From an optimization exercise on the open Yosys and OpenROAD flow, aimed at small area, a short achievable clock period and few clock cycles per item; shortcuts taken in it are not production practice. In this exercise RTL edits were held to simulation tests only and were not proved equivalent to the original. Power figures rest on the tool's default switching activity, not on a simulated workload.

==> design.v <==
module twr_ranging (
    input  wire        clk,
    input  wire        rst,
    input  wire        in_valid,
    output wire        in_ready,
    input  wire [31:0] pt,
    input  wire [31:0] rr,
    input  wire [31:0] ft,
    input  wire [31:0] prx,
    input  wire [31:0] rtx,
    input  wire [31:0] frx,
    output wire        out_valid,
    input  wire        out_ready,
    output wire [31:0] tof,
    output wire        degen,
    output wire [31:0] ra,
    output wire [31:0] rb,
    output wire [31:0] da,
    output wire [31:0] db
);
    localparam integer K  = 5;           
    localparam integer NM = 7;           
    localparam integer WL = K * NM;      
    localparam integer J1 = 16;          
    localparam integer W  = 34 + K;      
    localparam integer NR = 2 * K + 3;   
    localparam [1:0] S1_IDLE = 2'd0,
                     S1_MUL  = 2'd1,
                     S1_FIX  = 2'd2;
    localparam [1:0] S2_IDLE = 2'd0,
                     S2_DIV  = 2'd1,
                     S2_RES  = 2'd2;
    reg  [1:0]  s1;
    reg  [2:0]  cnt1;
    reg  [31:0] ra_q, da_q;
    reg  [WL-1:0] rb_q, db_q;    
    reg  [WL-1:0] x_q;    
    reg  [2:0]  dch_q;    
    reg         brb_q, bdb_q;    
    reg  [K-1:0] dr_q, dd_q;     
    reg  [33:0] h_q;      
    reg  [33:0] c_q;      
    reg         cl_q;     
    reg  [WL-1:0] l_q;    
    reg  [1:0]  s2;
    reg  [3:0]  cnt2;
    reg         spec_q;   
    reg         c_q2;     
    reg  [31:0] ra_o, rb_o, da_o, db_o;
    reg  [33:0] den2;
    reg  [33:0] rem_q;    
    reg  [31:0] quo_q;    
    reg         neg_q;
    reg         degen_q;
    assign in_ready  = (s1 == S1_IDLE);
    wire   in_fire   = in_valid & in_ready;
    assign out_valid = (s2 == S2_RES);
    wire   s2_free   = (s2 == S2_IDLE) | (out_valid & out_ready);
    wire   hand      = (s1 == S1_FIX) & s2_free;
    wire [31:0] ra_in, da_in;
    twr_sub32 u_ra (.a(rr), .b(pt), .y(ra_in));
    twr_sub32 u_da (.a(ft), .b(rr), .y(da_in));
    wire [K:0]   rbs = {1'b0, rb_q[2*K-1:K]} - {1'b0, x_q[2*K-1:K]} - {{K{1'b0}}, brb_q};
    wire [K:0]   dbs = {1'b0, x_q[2*K-1:K]} - {1'b0, db_q[2*K-1:K]} - {{K{1'b0}}, bdb_q};
    wire [K:0]   rb0 = {1'b0, frx[K-1:0]} - {1'b0, rtx[K-1:0]};
    wire [K:0]   db0 = {1'b0, rtx[K-1:0]} - {1'b0, prx[K-1:0]};
    wire [K-1:0] nmask = (cnt1 == NM - 2) ? {{(K-2){1'b0}}, 2'b11} : {K{1'b1}};
    wire [K-1:0] dr  = dr_q;
    wire [K-1:0] dd  = dd_q;
    wire [WL-1:0] rax = {{(WL-32){1'b0}}, ra_q};
    wire [WL-1:0] dax = {{(WL-32){1'b0}}, da_q};
    wire [K-1:0] rad = rax[cnt1*K +: K];
    wire [K-1:0] dad = dax[cnt1*K +: K];
    wire [K+2:0] dsum = {3'b000, rad} + {3'b000, dad} + {3'b000, dr} + {3'b000, dd} + {{K{1'b0}}, dch_q};
    reg  [W-1:0] rq [0:3*NR];
    reg  [W-1:0] ms, mc;
    integer hd, tl, j;
    always @* begin
        rq[0] = {{(W-34){1'b0}}, h_q};
        rq[1] = {{(W-34){1'b0}}, c_q};
        rq[2] = {{(W-K){1'b0}}, dd};
        for (j = 0; j < K; j = j + 1) begin
            rq[3 + 2*j] = {{(W-32){1'b0}}, ra_q & {32{dr[j]}}} << j;
            rq[4 + 2*j] = {{(W-32){1'b0}}, ~da_q & {32{dd[j]}}} << j;
        end
        for (j = NR; j <= 3*NR; j = j + 1) rq[j] = {W{1'b0}};
        hd = 0;
        tl = NR;
        for (j = 0; j < NR - 2; j = j + 1) begin
            rq[tl]     = rq[hd] ^ rq[hd+1] ^ rq[hd+2];
            rq[tl + 1] = ((rq[hd] & rq[hd+1]) | (rq[hd] & rq[hd+2]) | (rq[hd+1] & rq[hd+2])) << 1;
            hd = hd + 3;
            tl = tl + 2;
        end
        ms = rq[hd];
        mc = rq[hd+1];
    end
    wire [K:0] mlo = {1'b0, ms[K-1:0]} + {1'b0, mc[K-1:0]} + {{K{1'b0}}, cl_q};
    wire [37:0] hsum = {1'b0, h_q, l_q[WL-1:32]} + {1'b0, c_q, 3'b000} + {34'd0, cl_q, 3'b000}
                     - {6'd0, db_q[31:0]};
    wire        sgn  = hsum[32];
    wire [63:0] dvd  = {hsum[31:0], l_q[31:0]} ^ {64{sgn}};
    wire [33:0] den1 = x_q[33:0];
    wire        rlt;
    twr_lt34 u_lt (.a(rem_q), .b(den2), .lt(rlt));
    wire        shrt = (quo_q[13:0] == 14'd0) && rlt;
    wire [35:0] dx  = {rem_q, quo_q[31:30]};
    wire [36:0] dq1 = {1'b0, dx} - {3'b000, den2};
    wire [36:0] dq2 = {1'b0, dx} - {2'b00, den2, 1'b0};
    wire [36:0] t3a = {1'b0, dx};
    wire [36:0] t3b = ~{3'b000, den2};
    wire [36:0] t3c = ~{2'b00, den2, 1'b0};
    wire [36:0] t3s = t3a ^ t3b ^ t3c;
    wire [36:0] t3k = {(t3a[35:0] & t3b[35:0]) | (t3a[35:0] & t3c[35:0]) | (t3b[35:0] & t3c[35:0]), 1'b0};
    wire [36:0] dq3 = t3s + t3k + 37'd2;
    wire [33:0] rem_n = ~dq3[36] ? dq3[33:0] : ~dq2[36] ? dq2[33:0] :
                        ~dq1[36] ? dq1[33:0] : dx[33:0];
    wire [31:0] quo_n = {quo_q[29:0], ~dq2[36], ~dq3[36] | (dq1[36] ^ dq2[36])};
    wire [33:0] fx  = rem_q ^ den2;
    wire [32:0] fc  = rem_q[32:0] & ~den2[32:0];
    wire        r1  = fx[0] & ~|(fx[33:1] ^ fc);
    wire        c_n = (&dq1) | (&dq2) | (&dq3) | (r1 & quo_q[31] & quo_q[30]);
    wire [31:0] nquo = ~quo_q + 32'd1;
    assign tof = degen_q ? 32'd0 : ~neg_q ? quo_q : c_q2 ? ~quo_q : nquo;
    always @(posedge clk) begin
        if (rst) begin
            s1 <= S1_IDLE;
            s2 <= S2_IDLE;
        end else begin
            case (s1)
                S1_MUL:  if (cnt1 == NM - 1) s1 <= S1_FIX;
                S1_FIX:  if (hand) s1 <= S1_IDLE;
                default: ;
            endcase
            if (in_fire)
                s1 <= S1_MUL;
            case (s2)
                S2_DIV:  if (cnt2 == 4'd15 && !(spec_q && !shrt)) s2 <= S2_RES;
                S2_RES:  if (out_ready) s2 <= S2_IDLE;
                default: ;
            endcase
            if (hand)
                s2 <= S2_DIV;
        end
    end
    always @(posedge clk) begin
        c_q  <= 34'd0;
        cl_q <= 1'b0;
        case (s1)
            S1_MUL: begin
                rb_q  <= {dr, rb_q[WL-1:K]};
                db_q  <= {dd, db_q[WL-1:K]};
                x_q   <= {dsum[K-1:0], x_q[WL-1:K]};
                dch_q <= dsum[K+2:K];
                brb_q <= rbs[K];
                bdb_q <= dbs[K];
                dr_q  <= rbs[K-1:0] & nmask;
                dd_q  <= dbs[K-1:0] & nmask;
                h_q   <= ms[W-1:K];
                c_q   <= mc[W-1:K];
                cl_q  <= mlo[K];
                l_q   <= {mlo[K-1:0], l_q[WL-1:K]};
                cnt1  <= cnt1 + 3'd1;
            end
            S1_FIX: begin
                c_q  <= c_q;
                cl_q <= cl_q;
            end
            default: ;
        endcase
        if (in_fire) begin
            ra_q  <= ra_in;
            rb_q  <= {{(WL-32){1'b0}}, frx};
            da_q  <= da_in;
            db_q  <= {{(WL-32){1'b0}}, prx};
            x_q   <= {{(WL-32){1'b0}}, rtx};
            dch_q <= 3'd0;
            brb_q <= rb0[K];
            bdb_q <= db0[K];
            dr_q  <= rb0[K-1:0];
            dd_q  <= db0[K-1:0];
            h_q   <= 34'd0;
            cnt1  <= 3'd0;
        end
    end
    always @(posedge clk) begin
        case (s2)
            S2_DIV: begin
                spec_q <= 1'b0;
                c_q2   <= c_n;
                if (spec_q & ~shrt) begin
                    rem_q <= {2'b00, quo_q[13:0], rem_q[33:16]};
                    quo_q <= {rem_q[15:0], quo_q[31:16]};
                    cnt2  <= 4'd0;
                end else begin
                    rem_q <= rem_n;
                    quo_q <= quo_n;
                    cnt2  <= cnt2 + 4'd1;
                end
            end
            default: ;
        endcase
        if (hand) begin
            ra_o    <= ra_q;
            rb_o    <= rb_q[31:0];
            da_o    <= da_q;
            db_o    <= db_q[31:0];
            den2    <= den1;
            degen_q <= (den1 == 34'd0);
            neg_q   <= sgn;
            rem_q   <= dvd[49:16];
            quo_q   <= {dvd[15:0], 2'b00, dvd[63:50]};
            spec_q  <= 1'b1;
            cnt2    <= 16 - J1 / 2;
        end
    end
    assign degen = degen_q;
    assign ra    = ra_o;
    assign rb    = rb_o;
    assign da    = da_o;
    assign db    = db_o;
endmodule
module twr_sub32 (
    input  wire [31:0] a,
    input  wire [31:0] b,
    output wire [31:0] y
);
    assign y = a - b;
endmodule
module twr_lt34 (
    input  wire [33:0] a,
    input  wire [33:0] b,
    output wire        lt
);
    assign lt = a < b;
endmodule
==> flow/run.sh <==
#!/bin/bash
set -euo pipefail
bash standard.sh SETUP_SLACK_MARGIN=8 "BUFFER_PORTS_ARGS=-buffer_cell sky130_fd_sc_hd__buf_1" finish > make_finish.log 2>&1
==> standard.sh <==
#!/bin/bash
# synth_recipe.tcl (not shown) runs the flow's synth.tcl, then flattens the netlist and writes it again
# the make line also repeats each setting of config.mk as NAME=value (left out here)
make -C /OpenROAD-flow-scripts/flow DESIGN_CONFIG=/design/flow/config.mk WORK_HOME=/design/flow/orfs CLKGATE_MAP_FILE= SYNTH_SCRIPT=/design/flow/synth_recipe.tcl "${@:-finish}"
==> config.mk <==
export PLATFORM = sky130hd
export DESIGN_NAME = twr_ranging
export DESIGN_NICKNAME = twr_ranging
export VERILOG_FILES = /design/flow/design.v
export SDC_FILE = /design/flow/constraint.sdc
export NUM_CORES = 4
export LEC_CHECK = 0
export CAP_MARGIN = 20
export CORE_MARGIN = 2
export CORE_UTILIZATION = 60
export PLACE_DENSITY = 0.7
export SETUP_SLACK_MARGIN = 5
export SLEW_MARGIN = 20
export SYNTH_HIERARCHICAL = 1
export SYNTH_MINIMUM_KEEP_SIZE = 0
export TNS_END_PERCENT = 0
==> constraint.sdc <==
create_clock -name core_clock -period 13.0 [get_ports {clk}]
set_input_delay 2.6000 -clock core_clock [delete_from_list [all_inputs] [get_ports {clk}]]
set_output_delay 2.6000 -clock core_clock [all_outputs]
set_load 0.01 [all_outputs]
==> summary.md, run 1 <==
| Metric | Value |
|---|---|
| Status | complete, no violations |
| Die area | around 85000 sq um |
| Layout cells sized above 1 | ~4.3% |
| Unrepaired setup endpoints after global routing | true |
| HPWL after DPL | 121 mm |
| Antenna-violating nets left | 0 |
| Core ar. | a little over 80000 sq um |
| Total vias in the final route | between 30000 and 40000 |
| Clock Latency Late Sink | ~0.67 ns |
| Hold_buf cts | 0 |
| Final Hold Fails | 0 |
| Count leader, synth | inv_1 |
| NetSw | approximately 5.7 mW |
| Input/output buffers | approximately 360 |
| Finished Layout Cells | 6631 |
| Fmax | 155 MHz |
| Total GRT Usage | between 30% and 40% |
| Mapped cell area | 49700 sq um |
| First-pass GRT wire length | between 200 and 250 mm |
| Placer Congestion | between 1 and 1.5 |
| Path type of the worst setup path | reg2out |
| Final wirelength | around 150 mm |
| CTS tree | done |
| Max-cap viol count | 0 |
| Setup crit start kind | register |
| Area added between synthesis and finish | 9.08% |
| Drt pass-1 iters | 8 |
| Slew headroom | between 20% and 30% |
| Reg power frac | between 20% and 30% |
| Nets@finish | 6535 |
| Register area share after synthesis | between 30% and 40% |
| Post-synth top cells | inv_1, nand2_1, edfxtp_1 |
| Power, Total | 12.3 mW |
| Clock power frac | between 10 and 15% |
| Root Buffer | clkbuf_16 |
| CTS clk-pin slew, worst paths | 0.06 ns |
| DR DRC count | 0 |
| Peak VDD IR | 243 uV |
| Crit path time final | around 6.4 ns |
| Critical-path maximum fanout | 6 |
| Worst EP required | roughly 10 ns |
| Num rows | between 100 and 150 |
| Register bit total from synthesis | around 530 |
| Worst hold path class | reg2reg |
| Clock sink count | 528 |
| Synth warn | 8 |
| Cell variety after synth | 96 |
| Final Setup Violations | 0 |
| Vias in the first global route | about 40000 |
| H-tree depth | 2 |
| Post-synth top area share | roughly 28% |
| Routed vias/inst | 5.91 |
| Die X | 292 um |
| Final core occ | 66.1% |
| Initial antenna violation count | 8 |
| Asr flop ratio synth | 0% |
| Initial DRC count | just under 3000 |
| Comb power frac | around two thirds |
| Pwr/cell area | 227 nW/um^2 |
| Worst-margin pin slew | 1.16 ns |
| CP endpoint kind | primary output |
| Syn nets | roughly 6200 |
| # IOs | between 300 and 400 |
| Total congestion overflow | 0 |
| Internal power | 6.56 mW |
| Avg Cell Area, Syn | 9.54 sq um |
| Main flop type after synthesis | edfxtp_1 |
| Fill count | approximately 6800 |
| CTS Buf Count | 59 |
| Placed Instances | approximately 6500 |
| Area contributors post-synth | edfxtp_1, fa_1, ha_1, inv_1, nand2_1 |
| Leak | around 24 nW |
| Switch share | around 47% |
| Final Cycle Share | about half |
| Starting Density | between 60% and 70% |
| Area leader, netlist | edfxtp_1 |
| Wirelength per Cell | between 20 and 25 um |
| Largest net degree at the start of global routing | 108 |
| Die height | 292 um |
| Post-Syn Instances | about 5200 |
| Setup TNS | 0 ns |
| Maximum root-to-sink buffer count | 3 |
| Number of synthesized flops with an enable pin | 470 |
| Clock Skew | roughly 0.03 ns |
| Slew Viols, Final | 0 |
| Arrival time at the worst endpoint | between 3 and 4 ns |
cells in the final DEF, fill, tap and decap left out, types with 10 or more instances in the layout:
cell type / instances
inv_1: 893
nand2_1: 550
edfxtp_1: 470
ha_1: 423
fa_1: 406
buf_1: 358
a21oi_1: 254
o21ai_0: 223
nor2_1: 219
xnor2_1: 196
and2_1: 168
xor2_1: 122
nand2b_1: 111
nor2b_1: 100
a21o_1: 98
nand3_1: 67
mux2i_1: 63
clkbuf_16: 59
dfxtp_1: 58
nand4_1: 51
buf_4: 46
nor3_1: 42
a211oi_1: 41
o31ai_1: 41
o21a_1: 35
o22ai_1: 32
o211ai_1: 29
a31oi_1: 27
nor4_1: 27
and3_1: 19
o21bai_1: 17
or3_1: 15
a21boi_0: 15
o2111ai_1: 13
or4_1: 11
or2_2: 10
mux4_2: 10
what timing repair did:
| item | 4_1_cts | 5_1_grt |
|---|---|---|
| pin swaps | 1 | 0 |
| setup buffers | 6 | 0 |
| endpoints found under the setup margin | 94 | 133 |
| endpoints found under the hold margin | 0 | 0 |
| resized for setup | 3 | 1 |
cell type report:
cell class              count  area (sq um)  area share (%)
diodes                      2          5.00         0.00923
multi-input cells        3619         30500            56.2
well taps                1070          1340            2.47
flip-flops and latches    528         15300            28.2
inverters                 896          3380            6.23
repair buffers            406          1720            3.17
clock buffers              66          1520            2.81
clock inverters            44           498           0.919
state kept, by name (all words and copies together) (netlist names), 2 cells and up:
signal / count
l_q: 35
s2: 2
ra_q: 32
rb_o: 32
dch_q: 3
rem_q: 34
cnt2: 4
h_q: 32
den2: 34
dd_q: 5
cnt1: 3
quo_q: 32
rb_q: 35
da_q: 32
da_o: 32
db_o: 32
s1: 2
db_q: 35
dr_q: 5
c_q: 33
x_q: 35
ra_o: 32
cells by family after synthesis:
kind of cell | Yosys count | share of synthesized area [%]
compound gates | 943 | 12.2
xor+xnor | 320 | 5.68
fa+ha+maj | 829 | 27.0
buf+inv | 1061 | 8.12
flops | 528 | 30.7
mux | 78 | 1.84
simple gates | 1449 | 14.4
stage by stage:
stage	hold slack, ns	cell area [sq um]	worst slack [ns]
6_report	0.423	54200	6.56
5_1_grt	0.432	54200	6.39
4_1_cts	0.425	54200	6.59
3_5_place_dp	0.405	52100	6.97
3_3_place_gp	0.402	52100	6.90
2_1_floorplan	0.400	49700	7.34
routing by layer:
layer | wire (um) | global-route usage (%) | part of all wire, %
met1 | 59200 | 44.1 | 38
met2 | 74600 | 61.9 | 48
met3 | 9360 | 5.05 | 6.0
met4 | 11800 | 23.2 | 7.6
met5 | 64 | 0 | 0.041
per-module statistics from Yosys, one instance, submodules excluded:
| module | cells | cell area, sq um | flops+latches |
|---|---|---|---|
| twr_ranging | 4564 | 45200 | 528 |
| twr_sub32 | 265 | 1820 | 0 |
| twr_lt34 | 114 | 825 | 0 |
path summary, 6_finish.rpt:
check | from | slack, ns | end | cells past startpoint
max reg2reg | db_q[3] | 6.83 | rem_q[32] | 15
min | rb_q[1] | 0.42 | rb_o[1] | 0
min reg2reg | rb_q[1] | 0.42 | rb_o[1] | 0
max | quo_q[7] | 6.56 | tof[29] | 9
worst max-delay path, stage by stage (launching register included):
cell,delay [ns]
edfxtp_1,0.39
or4_1,0.56
or2_4,0.27
or3_4,0.40
or4_4,0.45
or4_4,0.49
o41ai_4,0.26
xor2_1,0.18
nor2_1,0.05
buf_1,0.14
power groups by stage:
stage	sequential, mW	combinational, mW	clock [mW]
finish	2.45	8.06	1.77
global route	2.47	9.27	1.84
CTS	2.45	8.03	1.79
detailed placement	2.48	7.95	0
global placement	2.47	7.72	0
floorplan	2.36	5.91	0
Testbench counts, summed over its fixed seeds: cycles 2,952, items 320.
==> run 2, diff against run 1 <==
--- a/design.v
+++ b/design.v
@@ -120,8 +120,7 @@
     wire [32:0] fc  = rem_q[32:0] & ~den2[32:0];
     wire        r1  = fx[0] & ~|(fx[33:1] ^ fc);
     wire        c_n = (&dq1) | (&dq2) | (&dq3) | (r1 & quo_q[31] & quo_q[30]);
-    wire [31:0] nquo = ~quo_q + 32'd1;
-    assign tof = degen_q ? 32'd0 : ~neg_q ? quo_q : c_q2 ? ~quo_q : nquo;
+    twr_res u_res (.q(quo_q), .neg(neg_q), .c(c_q2), .degen(degen_q), .tof(tof));
     always @(posedge clk) begin
         if (rst) begin
             s1 <= S1_IDLE;
@@ -234,3 +233,20 @@
 );
     assign lt = a < b;
 endmodule
+module twr_res (
+    input  wire [31:0] q,
+    input  wire        neg,
+    input  wire        c,
+    input  wire        degen,
+    output wire [31:0] tof
+);
+    reg [31:0] z;    
+    integer i;
+    always @* begin
+        z[0] = 1'b1;
+        for (i = 1; i < 32; i = i + 1)
+            z[i] = z[i-1] & ~q[i-1];
+    end
+    wire inc = neg & ~c;
+    assign tof = degen ? 32'd0 : (q ^ {32{neg}} ^ (z & {32{inc}}));
+endmodule
==> run 2 against run 1 <==
Net effect: still clean; hold slack got worse by 0.0020 ns; clock power rose by 2%; utilization rose by 0.26 points; die area rose by 0.38%; fmax rose by 17%; combinational power barely moved; sequential cell count did not move; routed wire length rose by 1.8%; first-iteration DRC count rose by 9.7%; synthesized cell count rose by 0.31%; largest cell class unchanged.
==> summary.md, run 2 <==
| Metric | Value |
|---|---|
| H-tree depth | 2 (unchanged) |
| Drt pass-1 iters | 7 (-1) |
| Input/output buffers | 358 (unchanged) |
| Starting Density | 60.6% (about the same) |
| Number of synthesized flops with an enable pin | 470 (unchanged) |
| CTS Buf Count | 61 (+3.4%) |
| Max incr delay on CP | 0.53 ns (-0.03 ns) |
| Inserted Diodes | 0 (-2) |
| Most frequent cells in the layout | inv_1, nand2_1, edfxtp_1, ha_1, fa_1 |
| Post-Syn Instances | 5224 (+0.31%) |
| Worst EP required | 10.40 ns (about the same) |
| Synth warn | 9 (+1) |
| Slowest CP cell | edfxtp_1 |
| Routed vias/inst | 5.96 (+0.92%) |
| Total congestion overflow | 0 (unchanged) |
| Maximum root-to-sink buffer count | 3 (unchanged) |
| Clock Latency Late Sink | 0.67 ns (about the same) |
| Met1 WL | 59.7 mm (+0.96%) |
| Post-synth top area share | 28.3% (-0.11 points) |
| Arrival time at the worst endpoint | 2.91 ns (-0.93 ns) |
| Routed wl met2 | 74.6 mm (about the same) |
| Initial antenna violation count | 6 (-2) |
| Syn nets | 6248 (+0.24%) |
| DR DRC count | 0 (unchanged) |
| Clock Skew | 0.0363 ns (+0.00700 ns) |
| Highest routed layer | met5 |
| # IOs | 359 (unchanged) |
| Die X | 292 um (+0.19%) |
| Layout cells sized above 1 | 4.72% (+0.42 points) |
| First-pass GRT wire length | 240 mm (+1.4%) |
| Leak | 24.3 nW (+0.62%) |
| Die height | 292 um (+0.19%) |
| Register bit total from synthesis | 528 (unchanged) |
| Total vias in the final route | 39700 (+1.4%) |
| Root Buffer | clkbuf_16 |
| Placed Instances | 6522 (+0.15%) |
| Commonest non-fill, non-tap cell in the layout | inv_1 |
| CTS tree | done |
| Critical-path maximum fanout | 6 (unchanged) |
| CP endpoint kind | primary output |
| Post-synth top cells | inv_1, nand2_1, edfxtp_1 |
| Antenna-violating nets left | 0 (unchanged) |
| Final Setup Violations | 0 (unchanged) |
| Placer Congestion | 1.10 (+6.5%) |
| Nets@finish | 6566 (+0.47%) |
| Largest net degree at the start of global routing | 134 (+24%) |
| Setup TNS | 0 ns (unchanged) |
| Clock sink count | 528 (unchanged) |
| Die area | 85500 sq um (+0.38%) |
| HPWL after DPL | 122 mm (+1.0%) |
| Total GRT Usage | 37.1% (+0.50 points) |
| Vias in the first global route | 40200 (+0.22%) |
| Main flop type after synthesis | edfxtp_1 |
| Cells along the critical path | or4_4, buf_4, nor4_2, nand2_1, a311o_1, buf_1 |
| Final wirelength | 158 mm (+1.8%) |
| Finished Layout Cells | 6663 (+0.48%) |
| Crit path time final | 5.51 ns (-0.928 ns) |
| Asr flop ratio synth | 0% (unchanged) |
| Slew headroom | 25.9% (+5.2 points) |
| Max-cap viol count | 0 (unchanged) |
| CTS clk-pin slew, worst paths | 0.07 ns (about the same) |
| Mapped cell area | 49900 sq um (+0.39%) |
| Wirelength per Cell | 23.7 um (+1.3%) |
| Met3 wire length | 11.1 mm (+19%) |
| Num rows | 105 (unchanged) |
| Path type of the worst setup path | reg2out |
| Peak VDD IR | 209 uV (-14%) |
| Area leader, netlist | edfxtp_1 |
| Status | complete, no violations |
| Pwr/cell area | 225 nW/um^2 (-0.62%) |
| Count leader, synth | inv_1 |
| Final Hold Fails | 0 (unchanged) |
| Hold_buf cts | 0 (unchanged) |
| Worst-margin pin slew | 1.11 ns (-0.0487 ns) |
| Unrepaired setup endpoints after global routing | true |
| Register area share after synthesis | 30.6% (-0.12 points) |
| Setup crit start kind | register |
| Initial DRC count | 3183 (+9.7%) |
| Final Cycle Share | 42.4% (-7.1 points) |
| Fmax | 181 MHz (+17%) |
| Cell variety after synth | 98 (+2.1%) |
| Slew Viols, Final | 0 (unchanged) |
| Fill count | 6805 (-0.50%) |
| Area added between synthesis and finish | 9.43% |
| Avg Cell Area, Syn | 9.55 sq um (about the same) |
| Worst hold path class | reg2reg |
| Area contributors post-synth | edfxtp_1, fa_1, ha_1, inv_1, nand2_1 |
| Core ar. | 82200 sq um (+0.32%) |
==> run 2: changes by cell type after synthesis, sizes merged, moves of 9 or more <==
cell / delta
nand2: -27
o22ai: +20
a21o: -18
inv: +15
mux2i: -12
nor3b: +12
xnor2: -12
nand2b: +9
nor2b: +9
o21ai: -9
==> run 2: kinds of logic after synthesis <==
logic type | synth area share [%]
AO/OA/AOI/OAI | 12.8
XOR/XNOR | 5.38
adder cells (fa/ha/maj) | 26.9
buffers and inverters | 8.24
flip-flops | 30.6
multiplexers | 1.72
AND/OR/NAND/NOR | 14.4
==> run 2: per-module statistics from Yosys (local to each module, per instance) <==
module	cells inside	cell area, sq um
twr_lt34	114	825
twr_ranging	4390	44200
twr_res	190	1200
twr_sub32	265	1820
==> run 2: worst paths after layout <==
| path | from | depth (start not counted) | to | slack [ns] |
|---|---|---|---|---|
| hold / removal | rb_q[1] | 0 | rb_o[1] | 0.42 |
| setup reg to reg | rem_q[9] | 16 | c_q2 | 7.61 |
| setup / recovery | c_q2 | 6 | tof[29] | 7.49 |
| hold reg to reg | rb_q[1] | 0 | rb_o[1] | 0.42 |
==> run 2: timing repair <==
| action | in CTS | in global routing |
|---|---|---|
| hold endpoints to repair | 0 | 0 |
| pin swaps | 5 | 0 |
| gates cloned | 1 | 0 |
| buffers inserted | 16 | 10 |
| resized for setup | 15 | 10 |
| setup endpoints to repair | 81 | 158 |
==> run 2: layer usage <==
metal  up-vias  GRT usage, %
met1     19300          45.2
met4        10          24.2
met3       545          5.97
met5         -             0
li1      18200             -
met2      1645          61.3
==> run 2: per-stage QoR <==
step | hold WS (ns) | total power, mW | setup WS [ns] | instance area (sq um) | utilization, %
floorplan | 0.400 | 8.22 | 7.42 | 49900 | -
global placement | 0.403 | 10.2 | 7.25 | 52200 | 63.4
detailed placement | 0.410 | 10.4 | 7.38 | 52200 | 63.5
CTS | 0.423 | 12.3 | 7.50 | 54500 | 66.2
global route | 0.435 | 13.6 | 7.41 | 54600 | 66.4
finish | 0.421 | 12.3 | 7.49 | 54600 | 66.4
==> run 2: layout make-up <==
| cell class | instances | area (sq um) | area share (%) |
|---|---|---|---|
| clock inverters | 43 | 483 | 0.885 |
| flip-flops and latches | 528 | 15300 | 28.0 |
| clock buffers | 71 | 1600 | 2.92 |
| repair buffers | 420 | 1830 | 3.35 |
| well taps | 1070 | 1340 | 2.45 |
| inverters | 911 | 3430 | 6.29 |
| multi-input cells | 3620 | 30600 | 56.1 |
==> run 2: where the power goes <==
part           internal (mW)  switching, mW  leakage (nW)
logic                   3.30           4.73          18.3
clock network           1.04          0.767          1.01
registers               2.21          0.247          4.99
total                   6.55           5.75          24.3
==> run 2: worst max-delay path: cells and delay by family (launching register included) <==
family | cells | cell delay, ns
DFF | 1 | 0.53
and+or+nand+nor | 3 | 1.05
buffers and inverters | 2 | 0.31
AOI/OAI and AO/OA | 1 | 0.36
Testbench counts of run 2, summed over its fixed seeds: cycles 2,952, items 320.
==> run 3, diff against run 2 <==
--- a/design.v
+++ b/design.v
@@ -23,7 +23,7 @@
     localparam integer WL = K * NM;      
     localparam integer J1 = 16;          
     localparam integer W  = 34 + K;      
-    localparam integer NR = 2 * K + 3;   
+    localparam integer NR = 2 * K + 4;   
     localparam [1:0] S1_IDLE = 2'd0,
                      S1_MUL  = 2'd1,
                      S1_FIX  = 2'd2;
@@ -79,6 +79,7 @@
         rq[0] = {{(W-34){1'b0}}, h_q};
         rq[1] = {{(W-34){1'b0}}, c_q};
         rq[2] = {{(W-K){1'b0}}, dd};
+        rq[2*K+3] = {{(W-32-K){1'b0}}, ~dd, 32'd0};
         for (j = 0; j < K; j = j + 1) begin
             rq[3 + 2*j] = {{(W-32){1'b0}}, ra_q & {32{dr[j]}}} << j;
             rq[4 + 2*j] = {{(W-32){1'b0}}, ~da_q & {32{dd[j]}}} << j;
@@ -96,8 +97,7 @@
         mc = rq[hd+1];
     end
     wire [K:0] mlo = {1'b0, ms[K-1:0]} + {1'b0, mc[K-1:0]} + {{K{1'b0}}, cl_q};
-    wire [37:0] hsum = {1'b0, h_q, l_q[WL-1:32]} + {1'b0, c_q, 3'b000} + {34'd0, cl_q, 3'b000}
-                     - {6'd0, db_q[31:0]};
+    wire [36:0] hsum = {h_q, l_q[WL-1:32]} + {c_q, 3'b000} + {33'd0, cl_q, 3'b001};
     wire        sgn  = hsum[32];
     wire [63:0] dvd  = {hsum[31:0], l_q[31:0]} ^ {64{sgn}};
     wire [33:0] den1 = x_q[33:0];
@@ -119,7 +119,8 @@
     wire [33:0] fx  = rem_q ^ den2;
     wire [32:0] fc  = rem_q[32:0] & ~den2[32:0];
     wire        r1  = fx[0] & ~|(fx[33:1] ^ fc);
-    wire        c_n = (&dq1) | (&dq2) | (&dq3) | (r1 & quo_q[31] & quo_q[30]);
+    wire        c_n;
+    twr_cn u_cn (.dq1(dq1), .dq2(dq2), .dq3(dq3), .r1(r1), .b(quo_q[31:30]), .c(c_n));
     twr_res u_res (.q(quo_q), .neg(neg_q), .c(c_q2), .degen(degen_q), .tof(tof));
     always @(posedge clk) begin
         if (rst) begin
@@ -250,3 +251,13 @@
     wire inc = neg & ~c;
     assign tof = degen ? 32'd0 : (q ^ {32{neg}} ^ (z & {32{inc}}));
 endmodule
+module twr_cn (
+    input  wire [36:0] dq1,
+    input  wire [36:0] dq2,
+    input  wire [36:0] dq3,
+    input  wire        r1,
+    input  wire [1:0]  b,
+    output wire        c
+);
+    assign c = (&dq1) | (&dq2) | (&dq3) | (r1 & b[1] & b[0]);
+endmodule
==> run 3 against run 2 <==
Net effect: count of clock-buffer cells in the layout up 4; non-clock buffer count increased by 5; sequential cell count rose by 2; die area down 2.8%; setup slack worse by 0.076 ns; register-to-register slack got worse by 0.03 ns; highest routed layer is now met4.
==> summary.md, run 3 <==
| Metric | Value |
|---|---|
| Mapped cell area | 48500 sq um (-2.8%) |
| Layout cells sized above 1 | 4.92% (+0.20 points) |
| Total vias in the final route | 38600 (-2.9%) |
| Final Setup Violations | 0 (unchanged) |
| Post-Syn Instances | 5067 (-3.0%) |
| Final Hold Fails | 0 (unchanged) |
| R2R setup slack | 7.58 ns (-0.03 ns) |
| Cells along the critical path | or4_1, or4_4, nor4_2, a311o_1, buf_1 |
| Starting Density | 60.4% (-0.28 points) |
| CTS tree | done |
| Comb power frac | 62.9% (-2.4 points) |
| Initial DRC count | 3664 (+15%) |
| Status | complete, no violations |
| DR DRC count | 0 (unchanged) |
| Peak VDD IR | 233 uV (+11%) |
| Hold path start | rb_q[4] |
| Synth warn | 9 (unchanged) |
| Clock Skew | 0.0374 ns (+0.00111 ns) |
| Root Buffer | clkbuf_16 |
| Asr flop ratio synth | 0% (unchanged) |
| Clock sink count | 530 (+0.38%) |
| H-tree depth | 2 (unchanged) |
| Worst hold path class | reg2reg |
| NetSw | 5.17 mW (-10%) |
| Critical-path maximum fanout | 7 (+1) |
| Area leader, netlist | edfxtp_1 |
| Path type of the worst setup path | reg2out |
| Leak | 23.7 nW (-2.6%) |
| Switch share | 45.8% (-0.93 points) |
| Avg Cell Area, Syn | 9.57 sq um (+0.19%) |
| Initial antenna violation count | 3 (-3) |
| Total GRT Usage | 35.5% (-1.6 points) |
| Core ar. | 80300 sq um (-2.4%) |
| Maximum root-to-sink buffer count | 3 (unchanged) |
| Slew Viols, Final | 0 (unchanged) |
| Worst r2r path cells | 17 (+1) |
| Post-synth top area share | 29.2% (+0.88 points) |
| Unrepaired setup endpoints after global routing | true |
| Final core occ | 66.3% (-0.10 points) |
| Fill count | 6637 (-2.5%) |
| Main flop type after synthesis | edfxtp_1 |
| Vias in the first global route | 38900 (-3.2%) |
| Input/output buffers | 358 (unchanged) |
| Routed vias/inst | 5.92 (-0.65%) |
| Die X | 288 um (-1.4%) |
| Most frequent cells in the layout | inv_1, nand2_1, edfxtp_1, ha_1, fa_1 |
| First-pass GRT wire length | 225 mm (-6.2%) |
| Worst R2R End | rem_q[7] |
| Worst EP required | 10.40 ns (about the same) |
| Delay-heaviest family, CP | simple AND/OR/NAND/NOR gates |
| Register area | 15300 sq um (+0.33%) |
| Internal power | 6.11 mW (-6.7%) |
| Post-synth top cells | inv_1, nand2_1, edfxtp_1 |
| Area contributors post-synth | edfxtp_1, fa_1, ha_1, inv_1, nand2_1 |
| Final wirelength | 146 mm (-7.5%) |
| Arrival time at the worst endpoint | 2.99 ns (+0.08 ns) |
| Placer Congestion | 1.03 (-6.6%) |
| Reg power frac | 21.7% (+1.7 points) |
| Bufs and invs on worst path | 1 (-1) |
| Die height | 288 um (-1.4%) |
| # IOs | 359 (unchanged) |
| Hold Path Stages | 0 (unchanged) |
| Syn nets | 6067 (-2.9%) |
| Max incr delay on CP | 0.67 ns (+0.14 ns) |
| HPWL after DPL | 114 mm (-6.6%) |
| Clock Latency Late Sink | 0.67 ns (about the same) |
| Antenna-violating nets left | 0 (unchanged) |
| Setup crit start kind | register |
| Count leader, synth | inv_1 |
| CTS Buf Count | 60 (-1.6%) |
| Pwr/cell area | 212 nW/um^2 (-5.9%) |
| Hold endpoint | rb_o[4] |
| Fmax | 179 MHz (-1.4%) |
| Drt pass-1 iters | 6 (-1) |
| Worst-margin pin slew | 1.09 ns (-0.0178 ns) |
| Setup TNS | 0 ns (unchanged) |
| Number of synthesized flops with an enable pin | 471 (+0.21%) |
| Crit path time final | 5.59 ns (+0.0757 ns) |
| Commonest non-fill, non-tap cell in the layout | inv_1 |
| Multi-input logic area | 29600 sq um (-3.4%) |
| Total congestion overflow | 0 (unchanged) |
| Num rows | 104 (-0.95%) |
| Register area share after synthesis | 31.6% (+0.99 points) |
| Register bit total from synthesis | 530 (+0.38%) |
| Max-cap viol count | 0 (unchanged) |
| CTS clk-pin slew, worst paths | 0.06 ns (about the same) |
| Slowest CP cell | or4_1 |
| Final Cycle Share | 43.0% (+0.58 points) |
| Area added between synthesis and finish | 9.77% |
| Crit Reg-Reg Startpoint | rem_q[0] |
| Clock power frac | 15.4% (+0.7 points) |
| Largest net degree at the start of global routing | 110 (-18%) |
| Die area | 83100 sq um (-2.8%) |
| Nets@finish | 6397 (-2.6%) |
| Wirelength per Cell | 22.4 um (-5.3%) |
| CP endpoint kind | primary output |
| Cell variety after synth | 98 (unchanged) |
| Slew headroom | 27.1% (+1.2 points) |
==> run 3: routing by layer <==
layer	wire length [um]	share of wire, %	GRT usage, %
met5	0	0	0
met3	12100	8.3	5.56
met1	58900	40	47.6
met4	7840	5.4	16.5
met2	67200	46	56.9
==> run 3: power groups by stage <==
stage / combinational [mW] / clock (mW) / sequential (mW)
after global placement: 6.83 / 0 / 2.47
after detailed placement: 7.05 / 0 / 2.47
after global routing: 8.27 / 1.83 / 2.46
after floorplan: 5.13 / 0 / 2.36
final: 7.09 / 1.74 / 2.45
after CTS: 7.14 / 1.76 / 2.44
==> run 3: cells by family (layout without fill, tap and decap cells) <==
kind of cell | count (synthesis) | after routing | synth area share [%]
other cells | 0 | 3 | 0
fa+ha+maj | 804 | 804 | 26.6
buf+inv | 969 | 1348 | 7.68
xor+xnor | 307 | 307 | 5.59
flops | 530 | 530 | 31.6
mux | 67 | 67 | 1.67
compound gates | 924 | 924 | 12.6
simple gates | 1466 | 1467 | 14.2
==> run 3: worst max path at each step <==
stage                end  cells after the start      start
4_1_cts          tof[14]                      5   quo_q[8]
3_3_place_gp     tof[27]                      5   quo_q[0]
5_1_grt          tof[26]                      6   quo_q[8]
6_report         tof[31]                      5  quo_q[25]
3_5_place_dp   rem_q[31]                     18   rem_q[0]
2_1_floorplan  rem_q[32]                      7  out_ready
==> run 3: cell type report <==
cell class                      count  share of cell area, %
Multi-Input combinational cell   3569                   55.6
Timing Repair Buffer              425                   3.53
Antenna cell                        3                 0.0141
Sequential cell                   530                   28.8
Tap cell                         1060                   2.49
Clock buffer                       75                   2.98
Inverter                          811                   5.75
Clock inverter                     37                  0.821
==> run 3: Yosys stat by module (local to each module, per instance) <==
module / cells / cell area (sq um) / flops+latches
twr_lt34: 114 / 825 / 0
twr_res: 190 / 1200 / 0
twr_cn: 43 / 251 / 0
twr_sub32: 265 / 1820 / 0
twr_ranging: 4190 / 42600 / 530
==> run 3: repair_timing <==
item / in CTS / in global routing
pin swaps: 7 / 0
hold buffers: 0 / 0
resized for setup: 15 / 10
cloned: 1 / 0
setup buffers: 15 / 17
setup endpoints to repair: 57 / 68
==> run 3: per-stage QoR <==
step           worst slack, ns  area (sq um)  hold WS (ns)  cells  power [mW]
6_report                  7.41         53200         0.418   6510        11.3
3_3_place_gp              7.51         50800         0.402   6361        9.30
3_5_place_dp              7.48         50800         0.405   6361        9.53
4_1_cts                   7.45         53000         0.417   6489        11.3
5_1_grt                   7.36         53200         0.430   6509        12.6
2_1_floorplan             7.10         48500         0.400   5067        7.49
Testbench counts of run 3, summed over its fixed seeds: cycles 2,952, items 320.

static timing again, ports no longer ideal:
The results above use ideal ports. As a check the final layouts listed here were re-extracted and re-timed, cells and wires unchanged.
Step 1 (the two cells are an assumption about what drives the block):
set clk [get_ports {clk}]
set_driving_cell -lib_cell sky130_fd_sc_hd__clkbuf_16 $clk
set_driving_cell -lib_cell sky130_fd_sc_hd__buf_2 [delete_from_list [all_inputs] $clk]
Step 2 adds t to the input delays and takes it off the output delays; t is the mean of the earliest and latest rising clock arrival at the registers after step 1. Input paths then give back, and output paths get back, about the clock's delay inside the block.
Slacks: ideal / step 1 / step 2; pairs: ideal / step 1.
run	t (ns)	setup WS [ns]	latest minus earliest clock arrival (ns)	worst slew at a driven data input, ns
run 1	0.718	6.558 / 6.490 / 6.829	0.029 / 0.029	0.14
run 2	0.716	7.487 / 7.421 / 7.296	0.037 / 0.036	0.14
run 3	0.721	7.411 / 7.342 / 7.446	0.040 / 0.040	0.08
After both steps setup and hold are still met in every run listed. For run 2, which loses most, drivers alone change the setup slack by -0.066 ns; drivers and shift together by -0.191 ns.
